Context: an optimization exercise on an open-source flow, tuned for a short achievable clock period and few clock cycles. The choices shown serve that exercise and are no tape-out recipe.
The RTL was checked by simulation tests, not by an equivalence proof against the original design.
Power and IR drop assume default switching activity.

$ cat flow/constraint.sdc
create_clock -name core_clock -period 10.0 [get_ports {clk}]
set_input_delay 2.0000 -clock core_clock [delete_from_list [all_inputs] [get_ports {clk}]]
set_output_delay 2.0000 -clock core_clock [all_outputs]
set_load 0.01 [all_outputs]
$ cat flow/config.mk
export PLATFORM = sky130hd
export DESIGN_NAME = rel16_core
export DESIGN_NICKNAME = rel16_core
export VERILOG_FILES = /design/flow/design.v
export SDC_FILE = /design/flow/constraint.sdc
export NUM_CORES = 4
export LEC_CHECK = 0
export CAP_MARGIN = 20
export CORE_MARGIN = 2
export CORE_UTILIZATION = 40
export SLEW_MARGIN = 20
$ cat flow/run.sh
#!/bin/bash
# synth_recipe.tcl (not shown) runs the flow's synth.tcl, then flattens the netlist and writes it again
# the make line also repeats each setting of config.mk as NAME=value (left out here)
make -C /OpenROAD-flow-scripts/flow DESIGN_CONFIG=/design/flow/config.mk WORK_HOME=/design/flow/orfs CLKGATE_MAP_FILE= SYNTH_SCRIPT=/design/flow/synth_recipe.tcl finish
$ cat flow/design.v
module rel16_core (
    input  wire         clk,
    input  wire         rst,
    output wire         imem_en,
    output wire [15:0]  imem_addr,
    input  wire [15:0]  imem_rdata,
    output wire         dmem_en,
    output wire [15:0]  dmem_addr,
    output wire [15:0]  dmem_wdata,
    input  wire [15:0]  dmem_rdata,
    output reg          retire,
    output reg  [15:0]  retire_pc,
    output reg  [15:0]  retire_insn,
    output wire [255:0] regs,
    output reg  [15:0]  pc,
    output reg  [15:0]  br,
    output reg          dir,           
    output reg          halted,
    output reg          faulted,
    output reg  [1:0]   fault_cause,   
    output reg  [15:0]  fault_pc,
    output reg  [15:0]  fault_word
);
    localparam S_FETCH = 2'd0;
    localparam S_EXEC  = 2'd1;
    localparam S_MEM   = 2'd2;
    localparam S_STOP  = 2'd3;
    localparam FC_ILLEGAL  = 2'd1;
    localparam FC_DISTINCT = 2'd2;
    reg [1:0]   state;
    reg [15:0]  fpc;         
    reg [15:0]  ir;          
    reg [255:0] x;           
    assign regs = x;
    wire [15:0] w   = (state == S_EXEC) ? imem_rdata : ir;
    wire [3:0]  op  = w[15:12];
    wire [3:0]  fn  = w[11:8];
    wire [3:0]  u   = w[7:4];
    wire [3:0]  fa  = w[11:8];
    wire [3:0]  fb  = w[7:4];
    wire [3:0]  fc  = w[3:0];
    wire [7:0]  i8  = w[7:0];
    wire [11:0] n12 = w[11:0];
    wire [15:0] xa  = x[16*fa +: 16];
    wire [15:0] xb  = x[16*fb +: 16];
    wire [15:0] xc  = x[16*fc +: 16];
    wire [15:0] x15 = x[16*15 +: 16];
    wire grp0    = (op == 4'h0);
    wire unary   = grp0 && (fn == 4'h0);
    wire i_halt  = unary && (u == 4'h0) && (fc == 4'h0);
    wire i_not   = unary && (u == 4'h1);
    wire i_rotl  = unary && (u == 4'h2);
    wire i_rotr  = unary && (u == 4'h3);
    wire i_inc   = unary && (u == 4'h4);
    wire i_dec   = unary && (u == 4'h5);
    wire i_push  = unary && (u == 4'h6);
    wire i_pop   = unary && (u == 4'h7);
    wire i_swbr  = unary && (u == 4'h8);
    wire i_rswb  = unary && (u == 4'h9);
    wire i_swp   = grp0 && (fn == 4'h1);
    wire i_exch  = grp0 && (fn == 4'h2);
    wire i_cnot  = grp0 && (fn == 4'h3);
    wire i_cadd  = grp0 && (fn == 4'h4);
    wire i_csub  = grp0 && (fn == 4'h5);
    wire i_bra   = grp0 && (fn == 4'h6);
    wire i_imm   = (op == 4'h1);
    wire i_bgez  = (op == 4'h2);
    wire i_blz   = (op == 4'h3);
    wire i_bevn  = (op == 4'h4);
    wire i_bodd  = (op == 4'h5);
    wire i_ccnot = (op == 4'h6);
    wire i_cswp  = (op == 4'h7);
    wire i_goto  = (op == 4'h8);
    wire i_cmfr  = (op == 4'h9);
    wire legal = i_halt | i_not | i_rotl | i_rotr | i_inc | i_dec | i_push |
                 i_pop | i_swbr | i_rswb | i_swp | i_exch | i_cnot | i_cadd |
                 i_csub | i_bra | i_imm | i_bgez | i_blz | i_bevn | i_bodd |
                 i_ccnot | i_cswp | i_goto | i_cmfr;
    wire distinct_bad = ((i_cnot | i_cadd | i_csub) && (fb == fc)) ||
                        (i_ccnot && (fc == fa || fc == fb)) ||
                        (i_cswp  && (fa == fb || fa == fc));
    wire is_mem = i_exch | i_push | i_pop;
    wire [15:0] step   = (br != 16'd0) ? br : 16'd1;
    wire [15:0] pc_adv = dir ? (pc - step) : (pc + step);
    wire        take   = i_bra |
                         (i_bgez && !xa[15]) | (i_blz  &&  xa[15]) |
                         (i_bevn && !xa[0])  | (i_bodd &&  xa[0]);
    wire [15:0] br_add = br + {8'd0, i8};
    wire [15:0] fred_s = (xb ^ xc) & xa;
    reg         we_a, we_b;
    reg  [3:0]  wa_a, wa_b;
    reg  [15:0] wd_a, wd_b;
    always @* begin
        we_a = 1'b0; wa_a = 4'd0; wd_a = 16'd0;
        we_b = 1'b0; wa_b = 4'd0; wd_b = 16'd0;
        if (state == S_EXEC && legal && !distinct_bad) begin
            if (i_imm)  begin we_a = 1'b1; wa_a = fa; wd_a = xa ^ {8'd0, i8}; end
            if (i_not)  begin we_a = 1'b1; wa_a = fc; wd_a = ~xc; end
            if (i_rotl) begin we_a = 1'b1; wa_a = fc; wd_a = {xc[14:0], xc[15]}; end
            if (i_rotr) begin we_a = 1'b1; wa_a = fc; wd_a = {xc[0], xc[15:1]}; end
            if (i_inc)  begin we_a = 1'b1; wa_a = fc; wd_a = xc + 16'd1; end
            if (i_dec)  begin we_a = 1'b1; wa_a = fc; wd_a = xc - 16'd1; end
            if (i_swbr | i_rswb) begin we_a = 1'b1; wa_a = fc; wd_a = br; end
            if (i_swp)  begin
                we_a = 1'b1; wa_a = fb; wd_a = xc;
                we_b = 1'b1; wa_b = fc; wd_b = xb;
            end
            if (i_cnot) begin we_a = 1'b1; wa_a = fc; wd_a = xc ^ xb; end
            if (i_cadd) begin we_a = 1'b1; wa_a = fc; wd_a = xc + xb; end
            if (i_csub) begin we_a = 1'b1; wa_a = fc; wd_a = xc - xb; end
            if (i_ccnot) begin we_a = 1'b1; wa_a = fc; wd_a = xc ^ (xa & xb); end
            if (i_cswp) begin
                we_a = 1'b1; wa_a = fb; wd_a = xb ^ fred_s;
                we_b = 1'b1; wa_b = fc; wd_b = xc ^ fred_s;
            end
        end
        if (state == S_MEM) begin
            if (i_exch) begin we_a = 1'b1; wa_a = fb; wd_a = dmem_rdata; end
            if (i_push) begin
                we_a = 1'b1; wa_a = 4'd15; wd_a = x15 - 16'd1;
                we_b = 1'b1; wa_b = fc;    wd_b = dmem_rdata;
            end
            if (i_pop) begin
                we_a = 1'b1; wa_a = fc;    wd_a = dmem_rdata;
                we_b = 1'b1; wa_b = 4'd15;
                wd_b = ((fc == 4'd15) ? dmem_rdata : x15) + 16'd1;
            end
        end
    end
    assign imem_en   = (state == S_FETCH);
    assign imem_addr = pc;
    wire [15:0] sp_dec = x15 - 16'd1;
    assign dmem_en    = (state == S_EXEC) && is_mem;
    assign dmem_addr  = i_exch ? xc : (i_push ? sp_dec : x15);
    assign dmem_wdata = i_exch ? xb :
                        (i_push ? ((fc == 4'd15) ? sp_dec : xc) : xc);
    integer i;
    always @(posedge clk) begin
        if (rst) begin
            state       <= S_FETCH;
            x           <= {16'hFFFF, 240'd0};
            pc          <= 16'd0;
            br          <= 16'd0;
            dir         <= 1'b0;
            fpc         <= 16'd0;
            ir          <= 16'd0;
            retire      <= 1'b0;
            retire_pc   <= 16'd0;
            retire_insn <= 16'd0;
            halted      <= 1'b0;
            faulted     <= 1'b0;
            fault_cause <= 2'd0;
            fault_pc    <= 16'd0;
            fault_word  <= 16'd0;
        end else begin
            retire <= 1'b0;
            for (i = 0; i < 16; i = i + 1) begin
                if (we_a && wa_a == i[3:0]) x[16*i +: 16] <= wd_a;
                if (we_b && wa_b == i[3:0]) x[16*i +: 16] <= wd_b;
            end
            case (state)
                S_FETCH: begin
                    fpc   <= pc;
                    state <= S_EXEC;
                end
                S_EXEC: begin
                    ir <= imem_rdata;
                    pc <= pc_adv;
                    if (!legal || distinct_bad) begin
                        faulted     <= 1'b1;
                        fault_cause <= legal ? FC_DISTINCT : FC_ILLEGAL;
                        fault_pc    <= fpc;
                        fault_word  <= w;
                        state       <= S_STOP;
                    end else begin
                        if (take)
                            br <= br_add;
                        if (i_swbr | i_rswb)
                            br <= xc;
                        if (i_rswb)
                            dir <= ~dir;
                        if (i_goto && !dir)
                            pc <= {4'd0, n12};
                        if (i_cmfr && dir)
                            pc <= {4'd0, n12};
                        if (is_mem) begin
                            state <= S_MEM;
                        end else begin
                            retire      <= 1'b1;
                            retire_pc   <= fpc;
                            retire_insn <= w;
                            if (i_halt) begin
                                halted <= 1'b1;
                                state  <= S_STOP;
                            end else begin
                                state  <= S_FETCH;
                            end
                        end
                    end
                end
                S_MEM: begin
                    retire      <= 1'b1;
                    retire_pc   <= fpc;
                    retire_insn <= ir;
                    state       <= S_FETCH;
                end
                default: ;
            endcase
        end
    end
endmodule
==> flow_summary.json <==
{
  "status": "finished clean",
  "period_share_pct": 86.1,
  "grt_pass1_wl_um": 284000,
  "finalPower_mw": 12.9,
  "hold_violations": 0,
  "drc": 0,
  "clk_pin_slew_ps": 60,
  "avgSynthCellArea_sq_um": 7.15,
  "end_kind": "primary output",
  "die-area_sq_um": 86000,
  "final_nets": 5009,
  "async_flop_share_pct": 0,
  "fin_area_sq_um": 40500,
  "fin_ws_ps": 1390,
  "routed_wl_um": 204000,
  "synthFlopType": "dfxtp_1",
  "ys_seq_area_share_pct": 23.5,
  "timing.rr.start": "state[0]",
  "startpoint": "imem_rdata[7]",
  "pin_count": 442,
  "place_congestion": 1.04,
  "critPathRequiredTime_ps": 8000,
  "antenna_found_initial": 7,
  "cp_max_fo": 18,
  "slew-limit-headroom_pct": 13.0,
  "synth_warnings": 1,
  "numCtsBuffers": 48,
  "syn_inst": 4680,
  "clock-root-buffer": "clkbuf_16",
  "fill_cells": 8394,
  "fin_util_pct": 48.6,
  "maxSlewViolCount": 0,
  "rr_worst_depth": 16,
  "cts_max_path_buffers": 3,
  "drt_iter0_drc": 7078,
  "setup_violations": 0,
  "start_util_pct": 40.2,
  "power.leakage_nw": 14.2,
  "die_h_um": 293,
  "area_delta_synth_final_pct": 21.1,
  "setup_tns_ps": 0,
  "critPathKind": "in -> out",
  "ys_ff_latch": 392,
  "hold_slack_ps": 450,
  "critPathLaunchType": "input port",
  "crit_end": "dmem_wdata[4]",
  "place_area_sq_um": 38800,
  "grt_pass1_vias": 38300,
  "period_minus_slack_ps": 8610,
  "synth_edf_count": 0,
  "cts_tree": "built",
  "grt_max_degree": 135,
  "drt_pass1_iterations": 8,
  "cts_hold_buf": 0,
  "yosysUniqueCellTypes": 103,
  "drive_gt1_share_pct": 8.45,
  "r2r_slack_ps": 2140,
  "dpl.hpwl_um": 149000,
  "dp_slack_ps": 1410,
  "finalNonFillerCells": 6028,
  "cts_resized": 0,
  "rsz0062_at_grt": "no",
  "port_buffers": 441,
  "via_per_inst": 7.01,
  "min_path_type": "reg -> reg",
  "ant_nets": 0,
  "synth_area_sq_um": 33500,
  "crit_arrival_ps": 6610,
  "synth_nets": 4781,
  "worstReg2RegEnd": "x[207]",
  "wire_per_inst_um": 33.8,
  "post_cts_buffers": 0,
  "htreeDepth": 2,
  "gr-total-overflow": 0,
  "core-area_sq_um": 83300,
  "die_w_um": 293,
  "rows": 106,
  "tightestPinTransition_ps": 1300,
  "vias": 42200,
  "max_freq_mhz": 116,
  "clock_latency_ps": 630,
  "p_per_area_nw_per_um2": 319,
  "clock-sinks": 392,
  "dp.cells": 5936,
  "track_usage_pct": 45.1,
  "cap_violations": 0,
  "clock_skew_ps": 23.9,
  "vdd_drop_max_mv": 0.182
}
how the worst min path moves through the flow:
stage	start	end	slack [ps]	cells after the start
4_1_cts	retire_pc[13]	retire_pc[13]	450	2
6_report	retire_pc[13]	retire_pc[13]	450	2
2_1_floorplan	fpc[0]	retire_pc[0]	450	2
5_1_grt	retire_insn[5]	retire_insn[5]	470	2
3_5_place_dp	retire_pc[13]	retire_pc[13]	440	2
3_3_place_gp	retire_pc[0]	retire_pc[0]	440	2
cell usage in the layout, fill, tap and decap left out, drive strengths merged, types with 27 or more instances in the layout:
| master | synthesis | routed |
|---|---|---|
| clkdlybuf4s50 | 0 | 439 |
| nor2 | 381 | 381 |
| dfxtp | 392 | 392 |
| or3 | 29 | 29 |
| nand2 | 808 | 808 |
| o221ai | 121 | 121 |
| xnor2 | 77 | 77 |
| xor2 | 36 | 36 |
| a221oi | 38 | 38 |
| o22ai | 105 | 105 |
| o211ai | 61 | 61 |
| inv | 80 | 82 |
| nand4 | 64 | 64 |
| and3 | 62 | 62 |
| nand2b | 27 | 27 |
| a31oi | 38 | 38 |
| mux2i | 208 | 208 |
| ha | 63 | 63 |
| nor3 | 92 | 92 |
| a21oi | 370 | 370 |
| clkbuf | 267 | 63 |
| a211oi | 92 | 92 |
| nand3 | 102 | 102 |
| nor4 | 58 | 58 |
| a22oi | 88 | 88 |
| and4 | 56 | 56 |
| o21ai | 316 | 316 |
| o31ai | 37 | 37 |
| buf | 190 | 195 |
| a311oi | 46 | 46 |
power by group:
group	switching [mW]	internal, mW	total (mW)
Combinational	6.13	2.97	9.10
Sequential	0.227	1.71	1.93
Clock	0.812	1.06	1.87
Total	7.17	5.74	12.9
logic make-up after synthesis:
logic type / after synthesis / synth area share (%)
XOR/XNOR: 113 / 2.96
AND/OR/NAND/NOR: 1784 / 24.8
flip-flops: 392 / 23.5
multiplexers: 243 / 8.27
buffers and inverters: 542 / 7.19
adder cells (fa/ha/maj): 67 / 2.60
AO/OA/AOI/OAI: 1539 / 30.8
per-layer routing:
layer,GRT usage (%),up-vias,routed length [um]
li1,-,17900,-
met1,55.3,19900,74700
met2,67.0,3544,84400
met3,13.2,906,25800
met4,33.4,4,18600
met5,0,-,23
final cells by class:
type,count,area (sq um),area share [%]
antenna,4,10.0,0.0247
clock buffer,62,1350,3.32
clock inverter,24,290,0.717
inverter,85,322,0.794
multi-input combinational,3746,23400,57.8
sequential,392,7850,19.4
tap,1080,1350,3.34
timing repair buffer,635,5920,14.6
critical path, stage by stage:
cell,delay [ps]
clkdlybuf4s50_1,930
mux2i_4,390
inv_2,640
buf_4,380
a21oi_1,110
o21ai_0,280
o21a_1,410
inv_1,240
o21ai_0,520
clkdlybuf4s50_1,640
flip-flops by register name, summed over array words and instances (netlist names), 2 cells and up:
signal,count
x,256
ir,16
state,2
fault_pc,16
pc,16
retire_insn,16
retire_pc,16
fpc,16
br,16
fault_cause,2
fault_word,16
synth_stat cells (46+ instances only):
cell | n | share of area (%)
a211oi_1 | 90 | 2.0
a21oi_1 | 366 | 5.5
a22oi_1 | 87 | 2.0
a311oi_1 | 46 | 1.2
and3_1 | 62 | 1.2
and4_1 | 55 | 1.4
buf_2 | 110 | 1.6
clkbuf_1 | 267 | 3.0
dfxtp_1 | 392 | 23
ha_1 | 63 | 2.4
inv_1 | 71 | 0.80
mux2i_1 | 204 | 6.1
nand2_1 | 808 | 9.1
nand3_1 | 102 | 1.5
nand4_1 | 64 | 1.2
nor2_1 | 379 | 4.3
nor3_1 | 88 | 1.3
nor4_1 | 49 | 0.92
o211ai_1 | 61 | 1.4
o21ai_0 | 284 | 4.2
o221ai_1 | 119 | 3.1
o22ai_1 | 104 | 1.9
xnor2_1 | 77 | 2.0
Testbench counts, summed over its fixed seeds: cycles 91,367.

[afterwards: timing with drivers on the ports]
The flow's constraints put no driver on any port. The routed layout listed below was extracted and timed again, unchanged, in two steps.
Step 1 assumes that a clkbuf_16 drives the clock port and a buf_2 every other input.
Step 2 moves the port delays by t, midway between the first and last clock arrival at a register: inputs arrive t later, outputs are due t later. That takes back most of the time a late clock gives input paths.
Three values: ideal ports, drivers, drivers and shift; two values: the first two.
shift t [ns]: 0.695
slack for setup (ns): 1.389 / 1.363 / 1.011
worst setup path after step 2: input to register
After both steps this run still meets setup and hold. The setup slack of this run moves by -0.026 ns with the drivers and by -0.378 ns with both steps.
